Source: an optimization exercise on an open RTL-to-GDS flow (aim: small area, a short achievable clock period and few clock cycles). Production flows keep margins and buffers that such runs may drop.
Only simulation tests tie the RTL to the original design; equivalence was not proved.
Power is estimated from default activity; no workload was simulated.

==> design/flow/design.v <==
module stcp_compress (
    input  wire       clk,
    input  wire       rst,           
    input  wire       cmd_valid,
    output wire       cmd_ready,
    input  wire [1:0] cmd_op,        
    input  wire [1:0] cmd_plane,
    input  wire [1:0] cmd_mode,      
    input  wire [5:0] cmd_len,
    input  wire       in_valid,
    output wire       in_ready,
    input  wire [7:0] in_data,
    output wire       out_valid,
    input  wire       out_ready,
    output wire [7:0] out_data,
    output reg        res_valid,
    output reg  [2:0] res_kind,
    output reg  [5:0] res_len,
    output reg  [7:0] res_dsize,
    output reg  [7:0] res_psize,
    output reg        res_degraded,
    output reg        res_err,
    output reg        act_method
);
    localparam SB = 32;              
    localparam OP_COMPRESS = 2'd0, OP_SEEDCLR = 2'd1, OP_CLEAR = 2'd2;
    localparam M_BLOCK = 2'd0, M_DELTA = 2'd1, M_PACK = 2'd2, M_ADAPT = 2'd3;
    localparam K_NONE = 3'd0, K_REPEAT = 3'd1, K_ALLZERO = 3'd2, K_DELTA = 3'd3,
               K_PACK = 3'd4, K_NOGAIN = 3'd5;
    localparam S_IDLE = 3'd0, S_LOAD = 3'd1, S_DELTA = 3'd2, S_PACK = 3'd3,
               S_SEL = 3'd4, S_OUT = 3'd5, S_RES = 3'd6;
    reg [2:0] state;
    reg [1:0] plane;
    reg [1:0] mode;
    reg [5:0] len;
    reg [3*SB*8-1:0] seed;           
    reg [7:0] sbuf [0:SB-1];         
    reg [7:0] dbuf [0:SB-1];         
    reg [7:0] pbuf [0:SB-1];         
    reg [5:0] idx;
    reg       all_eq;
    reg       all_zero;
    reg [5:0] ptrim;                 
    reg [7:0] dlen;
    reg [5:0] doff;                  
    reg [3:0] drun;                  
    reg [7:0] dhdr;                  
    reg [4:0] dhoff;                 
    reg [7:0] plen;
    reg [7:0] pval;                  
    reg [5:0] pseg;                  
    reg [5:0] plit;                  
    reg [7:0] phdr;                  
    reg       out_sel_pack;
    reg [5:0] optr;
    integer k, p;
    assign cmd_ready = (state == S_IDLE);
    assign in_ready  = (state == S_LOAD);
    assign out_valid = (state == S_OUT) && (optr != res_len);
    assign out_data  = out_sel_pack ? pbuf[optr[4:0]] : dbuf[optr[4:0]];
    wire [6:0] pbase = {5'd0, plane} * SB;
    wire [7:0] cur_s    = sbuf[idx[4:0]];
    wire [7:0] cur_r    = seed[({3'd0, pbase} + {4'd0, idx}) * 8 +: 8];
    wire [7:0] in_seed  = cur_r;
    wire has_delta = (mode == M_DELTA) || (mode == M_ADAPT);
    wire has_pack  = (mode == M_PACK)  || (mode == M_ADAPT);
    wire [4:0] dsel_off = (doff > 6'd31) ? 5'd31 : doff[4:0];
    task automatic dwrite(input [7:0] a, input [7:0] v);
        if (a < SB) dbuf[a[4:0]] <= v;
    endtask
    task automatic pwrite(input [7:0] a, input [7:0] v);
        if (a < SB) pbuf[a[4:0]] <= v;
    endtask
    task automatic pack_close;
        if (pseg >= 6'd3) begin
            pwrite(plen, 8'd1 - {2'b00, pseg});
            pwrite(plen + 8'd1, pval);
            plen <= plen + 8'd2;
            plit <= 6'd0;
        end else if (plit == 6'd0) begin
            pwrite(plen, {2'b00, pseg} - 8'd1);
            pwrite(plen + 8'd1, pval);
            if (pseg == 6'd2) pwrite(plen + 8'd2, pval);
            phdr <= plen;
            plit <= pseg;
            plen <= plen + 8'd1 + {2'b00, pseg};
        end else begin
            pwrite(phdr, {2'b00, plit} + {2'b00, pseg} - 8'd1);
            pwrite(plen, pval);
            if (pseg == 6'd2) pwrite(plen + 8'd1, pval);
            plit <= plit + pseg;
            plen <= plen + {2'b00, pseg};
        end
    endtask
    reg  [2:0] sel_kind;
    always @(*) begin
        sel_kind = K_NOGAIN;
        case (mode)
            M_DELTA: if (dlen < {2'b00, len}) sel_kind = K_DELTA;
            M_PACK:  if (plen < {2'b00, len}) sel_kind = K_PACK;
            default: begin
                if (dlen < {2'b00, len} && plen < {2'b00, len}) begin
                    if (dlen < plen)      sel_kind = K_DELTA;
                    else if (plen < dlen) sel_kind = K_PACK;
                    else                  sel_kind = act_method ? K_PACK : K_DELTA;
                end else if (dlen < {2'b00, len}) sel_kind = K_DELTA;
                else if (plen < {2'b00, len})     sel_kind = K_PACK;
            end
        endcase
    end
    always @(posedge clk) begin
        if (rst) begin
            state        <= S_IDLE;
            plane        <= 2'd0;
            mode         <= 2'd0;
            len          <= 6'd0;
            idx          <= 6'd0;
            all_eq       <= 1'b1;
            all_zero     <= 1'b1;
            ptrim        <= 6'd0;
            dlen         <= 8'd0;
            doff         <= 6'd0;
            drun         <= 4'd0;
            dhdr         <= 8'd0;
            dhoff        <= 5'd0;
            plen         <= 8'd0;
            pval         <= 8'd0;
            pseg         <= 6'd0;
            plit         <= 6'd0;
            phdr         <= 8'd0;
            out_sel_pack <= 1'b0;
            optr         <= 6'd0;
            res_valid    <= 1'b0;
            res_kind     <= K_NONE;
            res_len      <= 6'd0;
            res_dsize    <= 8'hFF;
            res_psize    <= 8'hFF;
            res_degraded <= 1'b0;
            res_err      <= 1'b0;
            act_method   <= 1'b0;
            seed <= {3*SB*8{1'b0}};
        end else begin
            res_valid <= 1'b0;
            case (state)
                S_IDLE: if (cmd_valid) begin
                    plane        <= cmd_plane;
                    mode         <= cmd_mode;
                    len          <= cmd_len;
                    idx          <= 6'd0;
                    all_eq       <= 1'b1;
                    all_zero     <= 1'b1;
                    ptrim        <= 6'd0;
                    res_len      <= 6'd0;
                    res_dsize    <= 8'hFF;
                    res_psize    <= 8'hFF;
                    res_degraded <= 1'b0;
                    res_err      <= 1'b0;
                    optr         <= 6'd0;
                    res_kind     <= K_NONE;
                    state        <= S_RES;
                    case (cmd_op)
                        OP_COMPRESS: begin
                            if (cmd_plane == 2'd3) begin
                                res_err <= 1'b1;             
                            end else if (cmd_mode == M_BLOCK) begin
                                res_kind <= K_NOGAIN;
                            end else if (cmd_len > SB) begin
                                res_kind     <= K_NOGAIN;
                                res_degraded <= 1'b1;
                            end else if (cmd_len == 6'd0) begin
                                res_kind <= K_REPEAT;
                            end else begin
                                state <= S_LOAD;
                            end
                        end
                        OP_SEEDCLR: begin
                            res_kind <= K_NONE;
                            seed <= {3*SB*8{1'b0}};
                        end
                        OP_CLEAR: begin
                            res_kind   <= K_NONE;
                            act_method <= 1'b0;
                            seed <= {3*SB*8{1'b0}};
                        end
                        default: res_kind <= K_NONE;
                    endcase
                end
                S_LOAD: if (in_valid) begin
                    sbuf[idx[4:0]] <= in_data;
                    if (in_data != in_seed) all_eq <= 1'b0;
                    if (in_data != 8'd0) begin
                        all_zero <= 1'b0;
                        ptrim    <= idx + 6'd1;
                    end
                    idx <= idx + 6'd1;
                    if (idx + 6'd1 == len) begin
                        idx  <= 6'd0;
                        dlen <= 8'd0; doff <= 6'd0; drun <= 4'd0;
                        plen <= 8'd0; pseg <= 6'd0; plit <= 6'd0;
                        if (all_eq && in_data == in_seed) begin
                            res_kind <= K_REPEAT;
                            state    <= S_RES;
                        end else if (all_zero && in_data == 8'd0) begin
                            res_kind <= K_ALLZERO;
                            for (p = 0; p < 3; p = p + 1)
                                for (k = 0; k < SB; k = k + 1)
                                    if (plane == p && k < len) seed[(p*SB + k)*8 +: 8] <= 8'd0;
                            state    <= S_RES;
                        end else if (has_delta) begin
                            state <= S_DELTA;
                        end else begin
                            state <= S_PACK;
                        end
                    end
                end
                S_DELTA: begin
                    if (cur_s != cur_r) begin
                        if (drun == 4'd0 || drun == 4'd8) begin
                            dhdr  <= dlen;
                            dhoff <= dsel_off;
                            dwrite(dlen, {3'd0, dsel_off});
                            if (doff >= 6'd31) begin
                                dwrite(dlen + 8'd1, {2'b00, doff} - 8'd31);
                                dwrite(dlen + 8'd2, cur_s);
                                dlen <= dlen + 8'd3;
                            end else begin
                                dwrite(dlen + 8'd1, cur_s);
                                dlen <= dlen + 8'd2;
                            end
                            drun <= 4'd1;
                        end else begin
                            dwrite(dhdr, {drun[2:0], dhoff});
                            dwrite(dlen, cur_s);
                            dlen <= dlen + 8'd1;
                            drun <= drun + 4'd1;
                        end
                        doff <= 6'd0;
                    end else begin
                        drun <= 4'd0;
                        doff <= doff + 6'd1;
                    end
                    idx <= idx + 6'd1;
                    if (idx + 6'd1 == len) begin
                        idx   <= 6'd0;
                        state <= has_pack ? S_PACK : S_SEL;
                    end
                end
                S_PACK: begin
                    if (idx == ptrim) begin
                        pack_close;
                        state <= S_SEL;
                    end else if (idx == 6'd0) begin
                        pval <= cur_s;
                        pseg <= 6'd1;
                        idx  <= idx + 6'd1;
                    end else if (cur_s == pval) begin
                        pseg <= pseg + 6'd1;
                        idx  <= idx + 6'd1;
                    end else begin
                        pack_close;
                        pval <= cur_s;
                        pseg <= 6'd1;
                        idx  <= idx + 6'd1;
                    end
                end
                S_SEL: begin
                    res_kind     <= sel_kind;
                    res_dsize    <= has_delta ? dlen : 8'hFF;
                    res_psize    <= has_pack  ? plen : 8'hFF;
                    out_sel_pack <= (sel_kind == K_PACK);
                    if (sel_kind == K_DELTA)     res_len <= dlen[5:0];
                    else if (sel_kind == K_PACK) res_len <= plen[5:0];
                    else                         res_len <= 6'd0;
                    optr  <= 6'd0;
                    state <= S_OUT;
                end
                S_OUT: begin
                    if (optr == res_len) begin
                        if (res_kind == K_DELTA) act_method <= 1'b0;
                        if (res_kind == K_PACK)  act_method <= 1'b1;
                        for (p = 0; p < 3; p = p + 1)
                            for (k = 0; k < SB; k = k + 1)
                                if (plane == p && k < len) seed[(p*SB + k)*8 +: 8] <= sbuf[k];
                        state <= S_RES;
                    end else if (out_ready) begin
                        optr <= optr + 6'd1;
                    end
                end
                S_RES: begin
                    res_valid <= 1'b1;
                    state     <= S_IDLE;
                end
                default: state <= S_IDLE;
            endcase
        end
    end
endmodule
==> design/flow/run.sh <==
#!/bin/bash
# synth_recipe.tcl (not shown) runs the flow's synth.tcl, then flattens the netlist and writes it again
# the make line also repeats each setting of config.mk as NAME=value (left out here)
make -C /OpenROAD-flow-scripts/flow DESIGN_CONFIG=/design/flow/config.mk WORK_HOME=/design/flow/orfs CLKGATE_MAP_FILE= SYNTH_SCRIPT=/design/flow/synth_recipe.tcl finish
==> design/flow/config.mk <==
export PLATFORM = sky130hd
export DESIGN_NAME = stcp_compress
export DESIGN_NICKNAME = stcp_compress
export VERILOG_FILES = /design/flow/design.v
export SDC_FILE = /design/flow/constraint.sdc
export NUM_CORES = 4
export LEC_CHECK = 0
export CAP_MARGIN = 20
export CORE_MARGIN = 2
export CORE_UTILIZATION = 40
export SLEW_MARGIN = 20
==> design/flow/constraint.sdc <==
create_clock -name core_clock -period 8.5 [get_ports {clk}]
set_input_delay 1.7000 -clock core_clock [delete_from_list [all_inputs] [get_ports {clk}]]
set_output_delay 1.7000 -clock core_clock [all_outputs]
set_load 0.01 [all_outputs]
==> impl_metrics.ini <==
[timing]
setup_tns_ns = 0
clock_skew_ns = 0.04747
max_slew.worst_pin.slew_ns = 1.189
setup_violations = 0
slew_violations = 0
fin_hold_ws_ns = 0.4557
finalWorstSetupSlack_ns = 1.277
fmax_mhz = 138.4
period_share_pct = 84.98
rsz0062_at_grt = false
slew_headroom_pct = 20.28
hold_violations = 0
min_period_ns = 7.223

[placed_design]
place_area_sq_um = 92900
dp_slack_ns = 1.639
dpl.hpwl_microns = 251000
port_buffers = 64
gp_congestion = 1.097
dp_cells = 10860

[synth]
synth_edf_count = 768
ys_seq_elements = 1675
yosysWarnings = 1
synth_cells = 8320
synthesis.nets = 8422
synth_cell_type_count = 107
async_reset_ff_share_pct = 0
synth_top_area_share_pct = 25.72
synth.avg_cell_area_sq_um = 10.78
synth_top_flop_cell = dfxtp_1
netlist_area_sq_um = 89650
post-synth-top-area-cell = edfxtp_1
netlist_top_cells_area = edfxtp_1 26%, dfxtp_1 20%, mux2i_1 18%
yosysSeqAreaShare_pct = 45.98

[drt]
viasPerCell = 6.314
drt_iter0_drc = 9427
wl_per_cell_microns = 31.80
antenna_left = 0
drc_errors = 0
wl_microns = 356500
firstDrtPassIters = 8
num_vias = 70780

[worst_setup_path]
crit_top_cell = buf_4
cp_max_fo = 160
cp_slowest_stage_delay_ns = 1.00
critPathKind = reg2reg
worstPathArrival_ns = 7.79
critPathCaptureType = flop
reg2reg_slack_ns = 1.28
crit_path_start_kind = flop
crit_chain = buf_4, mux4_2, o22ai_1, nor4_4, buf_4, inv_1, buf_4, nand3_1, o211ai_1, o31a_1, or2_4, buf_12, nand3_1, nor2b_1, mux2i_1
required_ns = 9.06
slowest_stage = dfxtp_4

[clock_tree]
cts_resized = 0
cts_htree_levels = 4
cts_tree = yes
clock-sinks = 1675
clk_path_buf_depth = 3
clk_pin_slew_ns = 0.06
cts_made_buffers = 181
postCtsSetupRepairBufs = 0
ctsRootBufferMaster = clkbuf_16
cts_hold_buf = 0
clock_latency_ns = 0.87

[finish]
area_growth_syn_to_layout_pct = 10.66
final_area_sq_um = 99210
fin_util_pct = 44.58
drive_gt1_share_pct = 12.95
finalNonFillerCells = 11210
layout.nets = 8171

[run_status]
status = complete, no violations

[power]
powerDensity_nw_per_um2 = 233.0
irDropWorstVdd_uv = 237.5
finalPower_mw = 23.12
cellLeakagePower_nw = 39.41

[worst_hold_path]
hold_path.class = reg2reg

[global_routing]
overflow = 0
track_usage_pct = 30.22
antenna_found_initial = 21
grt_pass1_wl_microns = 504800
grt_pass1_vias = 67630
grt_max_degree = 165

[floorplanning]
start_util_pct = 40.29
dieArea_sq_um = 227900
die_h_microns = 477.4
die_x_microns = 477.4
ios = 65
core_region_area_sq_um = 222500
row_count = 173

[run]
max_cap_viol_count = 0
## kinds of logic (layout without fill, tap and decap cells)
family,Yosys count,in the layout,synth area share [%]
buffers and inverters,810,714,3.997
AO/OA/AOI/OAI,1204,1204,8.538
adder cells (fa/ha/maj),77,77,1.100
other,0,11,0
flip-flops,1675,1675,45.98
XOR/XNOR,97,97,0.9476
AND/OR/NAND/NOR,2549,2549,13.89
multiplexers,1908,1908,25.55
## cells in the final DEF (no fill, tap or decap), types with 23 or more instances in the layout
master              n
a31o_2             47
a22oi_1            55
clkdlybuf4s50_1    55
clkbuf_16         185
mux2i_1          1587
ha_1               74
nor3_1             95
nor4_1             37
a31oi_1            44
xnor2_1            70
nand2_4            28
or3_1              78
o22ai_1           151
nand2_1           556
clkinv_2           35
edfxtp_1          768
dfxtp_1           897
nand3_1           148
inv_1              79
a21oi_1           246
a21o_1             28
o211ai_1           28
clkbuf_1           41
buf_4             210
o21ai_1            34
nand3_2            23
clkinv_1           24
xor2_1             27
a211oi_1           39
o221ai_1           38
nor2_1            936
nor2b_1            51
mux4_2            297
nand4_1            66
nand2b_1           50
o21ai_0           316
and2_1             47
and3_1            274
## registers in the layout (all words and copies together) (netlist names), 256 cells and up, named ones only
register / flops
pbuf: 256
sbuf: 256
seed: 768
dbuf: 256
## final cells by class
cell class,instances,area (sq um)
Multi-Input combinational cell,5835,45190
Tap cell,2975,3722
Sequential cell,1675,41250
Fill cell,20740,123300
Inverter,88,335.3
Timing Repair Buffer,288,2446
Clock inverter,92,1191
Clock buffer,246,5050
Antenna cell,11,27.53
## worst max-delay path, delay by kind of cell, from the launching register on
| family | cells | cell delay [ns] |
|---|---|---|
| DFF | 1 | 1.00 |
| AOI/OAI and AO/OA | 3 | 1.31 |
| and+or+nand+nor | 5 | 2.08 |
| buffers and inverters | 5 | 1.76 |
| muxes | 2 | 0.48 |
## per-layer routing
metal | track usage [%] | part of all wire, %
met1 | 39.43 | 40
met2 | 46.65 | 44
met3 | 5.790 | 8.9
met4 | 17.77 | 6.9
met5 | 0 | 0.028
## where the power goes
group          switching, mW  internal (mW)  total (mW)
Sequential             0.202           8.53        8.73
Combinational           4.18           1.85        6.02
Clock                   3.57           4.79        8.36
## Yosys cell counts (all sizes together), types with 75 or more instances
library cell and n:
a21oi 256, clkbuf 448, nand4 75, nor2 963
mux4 297, and3 274, nand2 587, mux2i 1600
buf 274, o21ai 357, nand3 172, edfxtp 768
nor3 113, inv 81, dfxtp 907, or3 79
o22ai 152
## final timing paths
| kind | start | endpoint | cells after the start |
|---|---|---|---|
| setup / recovery | flop | dbuf[14][3]$_DFFE_PP_ | 15 |
| hold / removal | seed[66]$_SDFFE_PP0P_ | seed[66]$_SDFFE_PP0P_ | 2 |
| setup reg to reg | flop | dbuf[14][3]$_DFFE_PP_ | 15 |
| hold reg to reg | seed[66]$_SDFFE_PP0P_ | seed[66]$_SDFFE_PP0P_ | 2 |
Testbench counts, summed over its fixed seeds: cycles 290,471.

separate check: timing with driven ports:
The flow's constraints put no driver on any port. The routed layout listed below was extracted and timed again, unchanged, in two steps. Step 1, drivers: a clkbuf_16 drives clk and a buf_2 each remaining input, both assumed. Step 2, shift: input delay + t, output delay - t, t = (earliest + latest rising clock arrival at the registers) / 2. This alone moves slack from input paths to output paths. a / b / c = no drivers / after step 1 / after step 2; a / b = the first two.
t (ns): 0.943
setup WS [ns]: 1.277 / 1.277 / 1.277
worst register clock-pin slew, ns: 0.07 / 0.07
pins driven straight from the clock port: 1
After both steps this run still meets setup and hold. For this run, drivers alone change the setup slack by 0.000 ns; drivers and shift together by 0.000 ns.
